This design comes from an exercise in tuning for a short achievable clock period and few clock cycles on the open sky130 flow, not from production work.
The RTL was checked by simulation tests, not by an equivalence proof against the original design.
Power and IR drop assume default switching activity.

==> flow/design.v <==
module pacal_core (
    input  wire        clk,
    input  wire        rst,           
    input  wire        load_en,
    input  wire [1:0]  load_sel,      
    input  wire [3:0]  load_addr,
    input  wire [15:0] load_data,
    input  wire        run,
    input  wire        stop,
    input  wire [3:0]  irq_req,       
    input  wire [3:0]  irq_mask,
    input  wire        irq_enable,
    input  wire        key_avail,
    input  wire [3:0]  key_data,
    output wire        key_pop,
    output wire        char_valid,
    output wire [3:0]  char_data,
    output wire        running,
    output wire [2:0]  fault,
    input  wire [4:0]  dbg_addr,
    output reg  [3:0]  dbg_data
);
    localparam ROM_SIZE   = 2;
    localparam RAM_SIZE   = 10;
    localparam KEY_STATUS = 4'd13;
    localparam KEY_DATA   = 4'd14;
    localparam CHAR_OUT   = 4'd15;
    localparam F_NONE     = 3'd0;
    localparam F_UNKNOWN  = 3'd1;
    localparam F_UNDER    = 3'd2;
    localparam F_OVER     = 3'd3;
    localparam F_RETRANGE = 3'd4;
    localparam F_IRET     = 3'd5;
    reg [15:0] imem [0:15];
    reg [4:0]  prog_len;
    reg [3:0]  rom  [0:ROM_SIZE-1];
    reg [3:0]  ram  [0:RAM_SIZE-1];
    reg [3:0]  regs [0:3];
    reg [3:0]  pc;
    reg        flag_c, flag_z;
    reg [3:0]  stack [0:15];
    reg [4:0]  sp;
    reg [3:0]  irq_status;
    reg        in_handler;
    reg [3:0]  saved_pc;
    reg [1:0]  saved_flags;           
    reg        run_q;
    reg [2:0]  fault_q;
    reg [3:0]  fault_pc;
    reg        f_valid, d_valid, x_valid;
    reg [3:0]  f_pc, d_pc, x_pc;
    reg [15:0] f_w, d_w, x_w;
    reg        f_end, d_end, x_end;
    reg [3:0]  x_opa, x_opb;          
    assign running = run_q;
    assign fault   = fault_q;
    function legal_word;
        input [15:0] w;
        reg [3:0] op;
        reg       m;
        reg [2:0] f;
        reg [1:0] ra, rb;
        reg [3:0] imm;
        begin
            op  = w[15:12];
            m   = w[11];
            f   = w[10:8];
            ra  = w[7:6];
            rb  = w[5:4];
            imm = w[3:0];
            case (op)
                4'h0: legal_word = (w == 16'h0000);
                4'h1, 4'h2, 4'h3, 4'h4, 4'h5, 4'h6, 4'h7, 4'h8, 4'h9, 4'hA:
                    legal_word = (f == 3'b000) && (m ? (rb == 2'b00) : (imm == 4'h0));
                4'hB, 4'hD:
                    legal_word = (f == 3'b000) && (ra == 2'b00) && (m ? (rb == 2'b00) : (imm == 4'h0));
                4'hC:
                    legal_word = (f <= 3'b010) && (ra == 2'b00) && (m ? (rb == 2'b00) : (imm == 4'h0));
                4'hE:
                    legal_word = (w == 16'hE000) || (w == 16'hE100);
                default:  
                    legal_word = (w == 16'hF000) || ((w & 16'hFFFC) == 16'hF100);
            endcase
        end
    endfunction
    function [1:0] src_regs;
        input [15:0] w;
        input        is_end;
        reg [3:0] op;
        reg       m;
        begin
            op = w[15:12];
            m  = w[11];
            if (is_end || !legal_word(w))
                src_regs = 2'b00;
            else case (op)
                4'h1, 4'h2, 4'h3, 4'h4, 4'h5, 4'h6, 4'h7, 4'hA:
                    src_regs = m ? 2'b10 : 2'b11;
                4'h8, 4'h9, 4'hB, 4'hC, 4'hD:
                    src_regs = m ? 2'b00 : 2'b01;
                default:
                    src_regs = 2'b00;
            endcase
        end
    endfunction
    function writes_ra;
        input [15:0] w;
        input        is_end;
        reg [3:0] op;
        begin
            op = w[15:12];
            if (is_end || !legal_word(w))
                writes_ra = 1'b0;
            else case (op)
                4'h1, 4'h2, 4'h3, 4'h4, 4'h5, 4'h6, 4'h8, 4'h9: writes_ra = 1'b1;
                default: writes_ra = 1'b0;
            endcase
        end
    endfunction
    wire [3:0] x_op  = x_w[15:12];
    wire       x_m   = x_w[11];
    wire [2:0] x_f   = x_w[10:8];
    wire [1:0] x_ra  = x_w[7:6];
    wire [3:0] x_imm = x_w[3:0];
    wire       x_legal = legal_word(x_w);
    wire [3:0] x_b   = x_m ? x_imm : x_opb;    
    wire [4:0] add_s = {1'b0, x_opa} + {1'b0, x_b};
    wire [4:0] sub_s = {1'b0, x_opa} + {1'b0, ~x_b} + 5'd1;
    wire [7:0] mul_p = x_opa * x_b;
    reg  [3:0] alu_r;
    reg        alu_c, alu_z;
    always @(*) begin
        alu_r = 4'h0;
        alu_c = 1'b0;
        case (x_op)
            4'h1: begin alu_r = add_s[3:0]; alu_c = add_s[4]; end
            4'h2, 4'h7: begin alu_r = sub_s[3:0]; alu_c = ~sub_s[4]; end
            4'h3: begin alu_r = mul_p[3:0]; alu_c = (mul_p > 8'd15); end
            4'h4: alu_r = x_opa & x_b;
            4'h5: alu_r = x_opa | x_b;
            4'h6: alu_r = x_opa ^ x_b;
            default: ;
        endcase
        alu_z = (x_op == 4'h3) ? (mul_p == 8'd0) : (alu_r == 4'h0);
    end
    reg [3:0] bus_rdata;
    always @(*) begin
        if (x_b == KEY_STATUS)
            bus_rdata = {3'b000, key_avail};
        else if (x_b == KEY_DATA)
            bus_rdata = key_avail ? key_data : 4'h0;
        else if (x_b == CHAR_OUT)
            bus_rdata = 4'h0;
        else if (x_b < ROM_SIZE)
            bus_rdata = rom[x_b[0]];
        else if (x_b < ROM_SIZE + RAM_SIZE)
            bus_rdata = ram[x_b - ROM_SIZE];
        else
            bus_rdata = 4'h0;
    end
    reg x_cond;
    always @(*) begin
        case (x_f)
            3'b000:  x_cond = flag_z;
            3'b001:  x_cond = ~flag_z;
            default: x_cond = flag_c;
        endcase
    end
    wire [3:0] stack_top = stack[sp[3:0] - 4'd1];
    reg        x_fault_any;
    reg [2:0]  x_fault_code;
    reg        x_halt;
    reg        x_taken;
    reg [3:0]  x_target;
    always @(*) begin
        x_fault_any  = 1'b0;
        x_fault_code = F_NONE;
        x_halt       = 1'b0;
        x_taken      = 1'b0;
        x_target     = x_b;
        if (x_end) begin
            x_halt = 1'b1;
        end else if (!x_legal) begin
            x_fault_any  = 1'b1;
            x_fault_code = F_UNKNOWN;
        end else begin
            case (x_op)
                4'hB: x_taken = 1'b1;
                4'hC: x_taken = x_cond;
                4'hD: begin
                    if (sp == 5'd16) begin
                        x_fault_any  = 1'b1;
                        x_fault_code = F_OVER;
                    end else
                        x_taken = 1'b1;
                end
                4'hE: begin
                    if (x_f == 3'b000) begin
                        if (sp == 5'd0) begin
                            x_fault_any  = 1'b1;
                            x_fault_code = F_UNDER;
                        end else if ({1'b0, stack_top} >= prog_len) begin
                            x_fault_any  = 1'b1;
                            x_fault_code = F_RETRANGE;
                        end else begin
                            x_taken  = 1'b1;
                            x_target = stack_top;
                        end
                    end else begin
                        if (!in_handler) begin
                            x_fault_any  = 1'b1;
                            x_fault_code = F_IRET;
                        end else begin
                            x_taken  = 1'b1;
                            x_target = saved_pc;
                        end
                    end
                end
                4'hF: x_halt = (x_f == 3'b000);
                default: ;
            endcase
        end
    end
    wire [3:0] armed      = irq_status & irq_mask;
    wire       irq_take   = run_q && irq_enable && !in_handler && (armed != 4'h0);
    wire [1:0] irq_line   = armed[0] ? 2'd0 : armed[1] ? 2'd1 : armed[2] ? 2'd2 : 2'd3;
    wire [3:0] oldest_pc  = x_valid ? x_pc : d_valid ? d_pc : f_valid ? f_pc : pc;
    wire       tick       = run_q && !stop;
    wire       x_exec     = tick && !irq_take && x_valid;
    wire       x_retire   = x_exec && !x_fault_any && !x_halt && !x_taken;
    wire [1:0] d_srcs     = src_regs(d_w, d_end);
    wire       hazard     = d_valid && x_retire && writes_ra(x_w, x_end) &&
                            ((d_srcs[1] && (d_w[7:6] == x_ra)) ||
                             (d_srcs[0] && (d_w[5:4] == x_ra)));
    wire       is_load    = x_legal && !x_end && (x_op == 4'h9);
    wire       is_store   = x_legal && !x_end && (x_op == 4'hA);
    assign key_pop    = x_retire && is_load && (x_b == KEY_DATA) && key_avail;
    assign char_valid = x_retire && is_store && (x_b == CHAR_OUT);
    assign char_data  = x_opa;
    integer i;
    always @(posedge clk) begin
        if (rst) begin
            for (i = 0; i < 4; i = i + 1) regs[i] <= 4'h0;
            for (i = 0; i < RAM_SIZE; i = i + 1) ram[i] <= 4'h0;
            prog_len    <= 5'd0;
            pc          <= 4'h0;
            flag_c      <= 1'b0;
            flag_z      <= 1'b0;
            sp          <= 5'd0;
            irq_status  <= 4'h0;
            in_handler  <= 1'b0;
            saved_pc    <= 4'h0;
            saved_flags <= 2'b00;
            run_q       <= 1'b0;
            fault_q     <= F_NONE;
            fault_pc    <= 4'h0;
            f_valid     <= 1'b0;
            d_valid     <= 1'b0;
            x_valid     <= 1'b0;
        end else begin
            irq_status <= irq_status | irq_req;
            if (!run_q) begin
                if (load_en) begin
                    case (load_sel)
                        2'd0: imem[load_addr] <= load_data;
                        2'd1: if (load_addr < ROM_SIZE) rom[load_addr[0]] <= load_data[3:0];
                        2'd2: begin
                            prog_len <= load_data[4:0];
                            pc       <= 4'h0;
                        end
                        default: ;
                    endcase
                end else if (run) begin
                    run_q    <= 1'b1;
                    fault_q  <= F_NONE;
                    fault_pc <= 4'h0;
                end
            end else if (stop) begin
                run_q   <= 1'b0;
                pc      <= oldest_pc;
                f_valid <= 1'b0;
                d_valid <= 1'b0;
                x_valid <= 1'b0;
            end else if (irq_take) begin
                saved_pc    <= oldest_pc;
                saved_flags <= {flag_c, flag_z};
                in_handler  <= 1'b1;
                irq_status  <= (irq_status & ~(4'b0001 << irq_line)) | irq_req;
                pc          <= {irq_line, 2'b00};
                f_valid     <= 1'b0;
                d_valid     <= 1'b0;
                x_valid     <= 1'b0;
            end else begin
                if (x_valid && x_fault_any) begin
                    fault_q  <= x_fault_code;
                    fault_pc <= x_pc;
                    run_q    <= 1'b0;
                    pc       <= x_pc;
                    f_valid  <= 1'b0;
                    d_valid  <= 1'b0;
                    x_valid  <= 1'b0;
                end else if (x_valid && x_halt) begin
                    run_q   <= 1'b0;
                    pc      <= x_pc;
                    f_valid <= 1'b0;
                    d_valid <= 1'b0;
                    x_valid <= 1'b0;
                end else if (x_valid && x_taken) begin
                    pc      <= x_target;
                    f_valid <= 1'b0;
                    d_valid <= 1'b0;
                    x_valid <= 1'b0;
                    case (x_op)
                        4'hD: begin
                            stack[sp[3:0]] <= x_pc + 4'd1;
                            sp <= sp + 5'd1;
                        end
                        4'hE: begin
                            if (x_f == 3'b000)
                                sp <= sp - 5'd1;
                            else begin
                                flag_c     <= saved_flags[1];
                                flag_z     <= saved_flags[0];
                                in_handler <= 1'b0;
                            end
                        end
                        default: ;
                    endcase
                end else begin
                    if (x_valid) begin
                        case (x_op)
                            4'h1, 4'h2, 4'h3, 4'h4, 4'h5, 4'h6: begin
                                regs[x_ra] <= alu_r;
                                flag_c     <= alu_c;
                                flag_z     <= alu_z;
                            end
                            4'h7: begin
                                flag_c <= alu_c;
                                flag_z <= alu_z;
                            end
                            4'h8: regs[x_ra] <= x_b;
                            4'h9: regs[x_ra] <= bus_rdata;
                            4'hA: begin
                                if (x_b >= ROM_SIZE && x_b < ROM_SIZE + RAM_SIZE &&
                                    x_b != KEY_STATUS && x_b != KEY_DATA && x_b != CHAR_OUT)
                                    ram[x_b - ROM_SIZE] <= x_opa;
                            end
                            4'hF: irq_status <= irq_status | irq_req | (4'b0001 << x_imm[1:0]);
                            default: ;
                        endcase
                    end
                    if (hazard) begin
                        x_valid <= 1'b0;
                    end else begin
                        x_valid <= d_valid;
                        x_pc    <= d_pc;
                        x_w     <= d_w;
                        x_end   <= d_end;
                        x_opa   <= regs[d_w[7:6]];
                        x_opb   <= regs[d_w[5:4]];
                        d_valid <= f_valid;
                        d_pc    <= f_pc;
                        d_w     <= f_w;
                        d_end   <= f_end;
                        f_valid <= 1'b1;
                        f_pc    <= pc;
                        f_w     <= imem[pc];
                        f_end   <= ({1'b0, pc} >= prog_len);
                        pc      <= pc + 4'd1;
                    end
                end
            end
        end
    end
    always @(*) begin
        dbg_data = 4'h0;
        if (!dbg_addr[4]) begin
            if (dbg_addr[3:0] < ROM_SIZE)
                dbg_data = rom[dbg_addr[0]];
            else if (dbg_addr[3:0] < ROM_SIZE + RAM_SIZE)
                dbg_data = ram[dbg_addr[3:0] - ROM_SIZE];
        end else begin
            case (dbg_addr[3:0])
                4'd0, 4'd1, 4'd2, 4'd3: dbg_data = regs[dbg_addr[1:0]];
                4'd4:  dbg_data = {2'b00, flag_c, flag_z};
                4'd5:  dbg_data = pc;
                4'd6:  dbg_data = fault_pc;
                4'd7:  dbg_data = sp[3:0];
                4'd8:  dbg_data = {3'b000, sp[4]};
                4'd9:  dbg_data = (sp == 5'd0) ? 4'h0 : stack_top;
                4'd10: dbg_data = irq_status;
                4'd11: dbg_data = {3'b000, in_handler};
                4'd12: dbg_data = saved_pc;
                4'd13: dbg_data = {2'b00, saved_flags};
                default: dbg_data = 4'h0;
            endcase
        end
    end
endmodule
==> flow/run.sh <==
#!/bin/bash
# synth_recipe.tcl (not shown) runs the flow's synth.tcl, then flattens the netlist and writes it again
# the make line also repeats each setting of config.mk as NAME=value (left out here)
make -C /OpenROAD-flow-scripts/flow DESIGN_CONFIG=/design/flow/config.mk WORK_HOME=/design/flow/orfs CLKGATE_MAP_FILE= SYNTH_SCRIPT=/design/flow/synth_recipe.tcl finish
==> flow/config.mk <==
export PLATFORM = sky130hd
export DESIGN_NAME = pacal_core
export DESIGN_NICKNAME = pacal_core
export VERILOG_FILES = /design/flow/design.v
export SDC_FILE = /design/flow/constraint.sdc
export NUM_CORES = 4
export LEC_CHECK = 0
export CAP_MARGIN = 20
export CORE_MARGIN = 2
export CORE_UTILIZATION = 40
export SLEW_MARGIN = 20
==> flow/constraint.sdc <==
create_clock -name core_clock -period 10.0 [get_ports {clk}]
set_input_delay 2.0000 -clock core_clock [delete_from_list [all_inputs] [get_ports {clk}]]
set_output_delay 2.0000 -clock core_clock [all_outputs]
set_load 0.01 [all_outputs]
==> impl_metrics.tcl <==
set metrics [dict create \
    highest_layer "met4" \
    clk_latency_ns 0.61 \
    ys_dominant_reg_cell "edfxtp_1" \
    postCtsSetupBuffers 0 \
    slew_headroom_pct 27.3 \
    grt-ovfl-total 0 \
    status "complete, no violations" \
    rows 89 \
    p_clk_share_pct 43.2 \
    power.switching_uw 985 \
    worstPathArrival_ns 6.61 \
    port_buffers 59 \
    wl_met2_mm 30.0 \
    ir_drop_mv 0.146 \
    ios 60 \
    grt_max_degree 71 \
    synth_area_per_cell_um2 14.8 \
    die_w_um 249 \
    synth_compound_area_share_pct 6.50 \
    ys_ff_latch 518 \
    met1Wirelength_mm 25.4 \
    drc 0 \
    powerDensity_mw_per_mm2 169 \
    vias 14600 \
    fin_tns_setup_ns 0 \
    critical_path_class "register to output pin" \
    gp_congestion 0.936 \
    root_buffer "clkbuf_16" \
    drtAntennaViolNets 0 \
    period_share_pct 86.1 \
    synth.distinct_cells 87 \
    dr.pass1.iters 5 \
    die_area_mm2 0.0621 \
    drv_cap 0 \
    skew_ns 0.0169 \
    cts.sinks 518 \
    drt_wl_total_mm 60.9 \
    crit_path_start_kind "register" \
    core_area_mm2 0.0592 \
    post-route-util_pct 46.2 \
    synthXorXnorAreaFrac_pct 0.874 \
    drv_slew 0 \
    dpl.hpwl_mm 41.9 \
    antenna_found_initial 0 \
    viasPerCell 5.84 \
    max_freq_mhz 116 \
    synth_mux_area_share_pct 14.3 \
    finalHoldViolCount 0 \
    drive_gt1_share_pct 17.3 \
    drtIter0Drc 1297 \
    synth.largest_area_cell "edfxtp_1" \
    met3WireLength_mm 3.98 \
    yosys_warnings 1 \
    synth_edf_count 479 \
    grt_pass1_wl_mm 92.1 \
    grt_setup_unrepaired "no" \
    power.internal_uw 3640 \
    power_frac_seq_pct 51.8 \
    cts_made_buffers 53 \
    seq_area_frac_synth_pct 63.0 \
    die_h_um 249 \
    cts_tree "yes" \
    cts.clk_slew.worst_paths_ns 0.06 \
    combPwrFrac_pct 5.0 \
    power.total_uw 4630 \
    hold_path_class "register to register" \
    layout_min_cycle_time_ns 8.61 \
    start_util_pct 40.6 \
    cellLeakagePower_uw 0.00887 \
    hold_ws_ns 0.418 \
    path_cells "buf_4, inv_1, ha_1, mux4_2, mux4_2, inv_1, ha_1, nand2b_1, a2111oi_0, or4b_1, a21oi_1, or3_1, nor2_1, nand2_1, nor3_1, clkdlybuf4s50_1" \
    crit_path_max_fanout 22 \
    grt.total_usage_pct 19.6 \
    h-tree-depth 2 \
    final_cell_mix "479 x edfxtp_1, 134 x mux4_2, 130 x nand2_1" \
    async_reset_ff_share_pct 0 \
    synthAdderAreaFrac_pct 2.91 \
    post_cts_resize_count 0 \
    hold_buffers 0 \
    tightest_slew_ns 1.08 \
    end_kind "output pin" \
    slowest_stage "ha_1" \
    layout_commonest_cell "edfxtp_1" \
    synth_top_family_by_area "multiplexers" \
    worst_ep_required_time_ns 8.00 \
    synth_top_area_share_pct 59.8 \
    critPathMaxStageDelay_ns 0.75 \
    cts.path.max_buffers 3 \
    syn-cell-area_mm2 0.0241 \
    synth_top_cells_by_area "edfxtp_1 60%, mux4_2 13%, dfxtp_1 3.2%" \
    syn_inst 1624 \
    synth.net_count 1721 \
    yosys.area_share.simple_pct 10.1 \
    switching_share_pct 21.3 \
    layout.nets 1778 \
    grt_pass1_vias 14600 \
    syn_to_final_growth_pct 13.7 \
    fill_cells 5225 \
    wire_per_inst_um 24.4 \
    setup_viol 0 \
]
## worst max-delay path, delay by kind of cell (launching register included)
| kind | cells | cell delay, ns |
|---|---|---|
| AOI/OAI and AO/OA | 2 | 0.75 |
| adders and majority gates | 2 | 0.97 |
| buffers and inverters | 4 | 1.29 |
| DFF | 1 | 0.30 |
| muxes | 2 | 0.91 |
| and+or+nand+nor | 6 | 1.73 |
## layout make-up
cell class / count / area, um^2 / share of cell area (%)
Sequential cell: 518 / 15200 / 55.5
Antenna cell: 1 / 2.50 / 0.00915
Clock inverter: 34 / 388 / 1.42
Inverter: 48 / 180 / 0.659
Tap cell: 773 / 967 / 3.54
Timing Repair Buffer: 92 / 831 / 3.04
Clock buffer: 64 / 1370 / 5.00
Multi-Input combinational cell: 968 / 8440 / 30.9
## registers in the layout (all words and copies together) (netlist names), 8 cells and up, named ones only
register / cells
d_w: 16
f_w: 16
imem: 256
ram: 64
regs: 16
rom: 8
stack: 64
x_w: 16
## cell families (layout without fill, tap and decap cells)
kind of cell | count (synthesis) | in the layout
DFF | 518 | 518
and+or+nand+nor | 488 | 488
xor gates and xnor gates | 24 | 24
buffers and inverters | 138 | 238
muxes | 177 | 177
other | 0 | 1
AOI/OAI and AO/OA | 227 | 227
adders and majority gates | 52 | 52
## per-layer routing
metal	vias to the layer above	GRT usage, %
met4	0	5.56
met2	532	32.6
met3	103	3.12
met1	7454	26.6
met5	-	0
li1	6505	-
## cell usage after synthesis, types with 3 or more instances
cell and number:
o22ai_1 10, a22oi_1 5, clkbuf_1 61, nand3b_1 6, ha_1 44, nor3_1 40
buf_1 20, xor2_1 11, or4_1 3, o21a_1 4, a211oi_1 12, a22o_1 3
nor4_1 14, o221ai_1 4, o32ai_1 3, nor2_1 140, o21ai_0 23, a311oi_1 9
o21bai_1 3, nand3_1 25, nand2_1 130, mux4_2 134, a21oi_1 65, inv_1 45
dfxtp_1 39, a31o_2 11, nor2b_1 14, a31oi_1 25, a21o_1 15, and2_1 16
buf_2 7, nand2b_1 22, a221oi_1 5, nand4_1 4, nand4b_1 3, xnor2_1 13
edfxtp_1 479, nor4b_1 3, a221o_1 5, mux2i_1 42, and3_1 33, fa_1 7
or3_1 10
## through the flow
step                std cells  area, um^2  setup WS, ns
global route             2497       27300          1.09
floorplan                1624       24100          2.66
finish                   2498       27300          1.39
global placement         2399       25600          2.31
CTS                      2497       27300          1.53
detailed placement       2399       25600          2.19
## power groups by stage
| stage | clock [uW] | sequential [uW] | combinational, uW |
|---|---|---|---|
| final | 2000 | 2400 | 230 |
| after global routing | 2120 | 2400 | 247 |
| after CTS | 2040 | 2400 | 231 |
| after detailed placement | 0 | 2440 | 230 |
| after global placement | 0 | 2440 | 227 |
| after floorplan | 0 | 2430 | 148 |
## worst paths after layout
check	startpoint	endpoint	slack, ns	cells after the start
worst max-delay path	sp[0]	char_valid	1.39	16
worst min-delay path	f_w[7]	d_w[7]	0.42	0
worst max register to register	sp[0]	stack[3][1]	3.00	16
worst min register to register	f_w[7]	d_w[7]	0.42	0
Testbench counts, summed over its fixed seeds: cycles 37,429.

what the ideal ports hide:
No port has a modelled driver above. Below, the same layout with a new extraction and two added sets of constraints.
Step 1: set_driving_cell puts a clkbuf_16 on clk and a buf_2 on each other input, an assumption about the parent block.
Step 2 times the ports against the registers' clock, not the clock port: input delays grow and output delays shrink by t, the midpoint of the rising clock arrivals with the driver on.
Three values: no drivers, after step 1, after step 2; two values: the first two.
shift t [ns]: 0.656
setup slack, ns: 1.393 / 1.338 / 1.994
cell pins on the clock port's net: 1
After both steps setup and hold are still met in this run. The setup slack of this run moves by -0.055 ns with the drivers and by +0.601 ns with both steps.
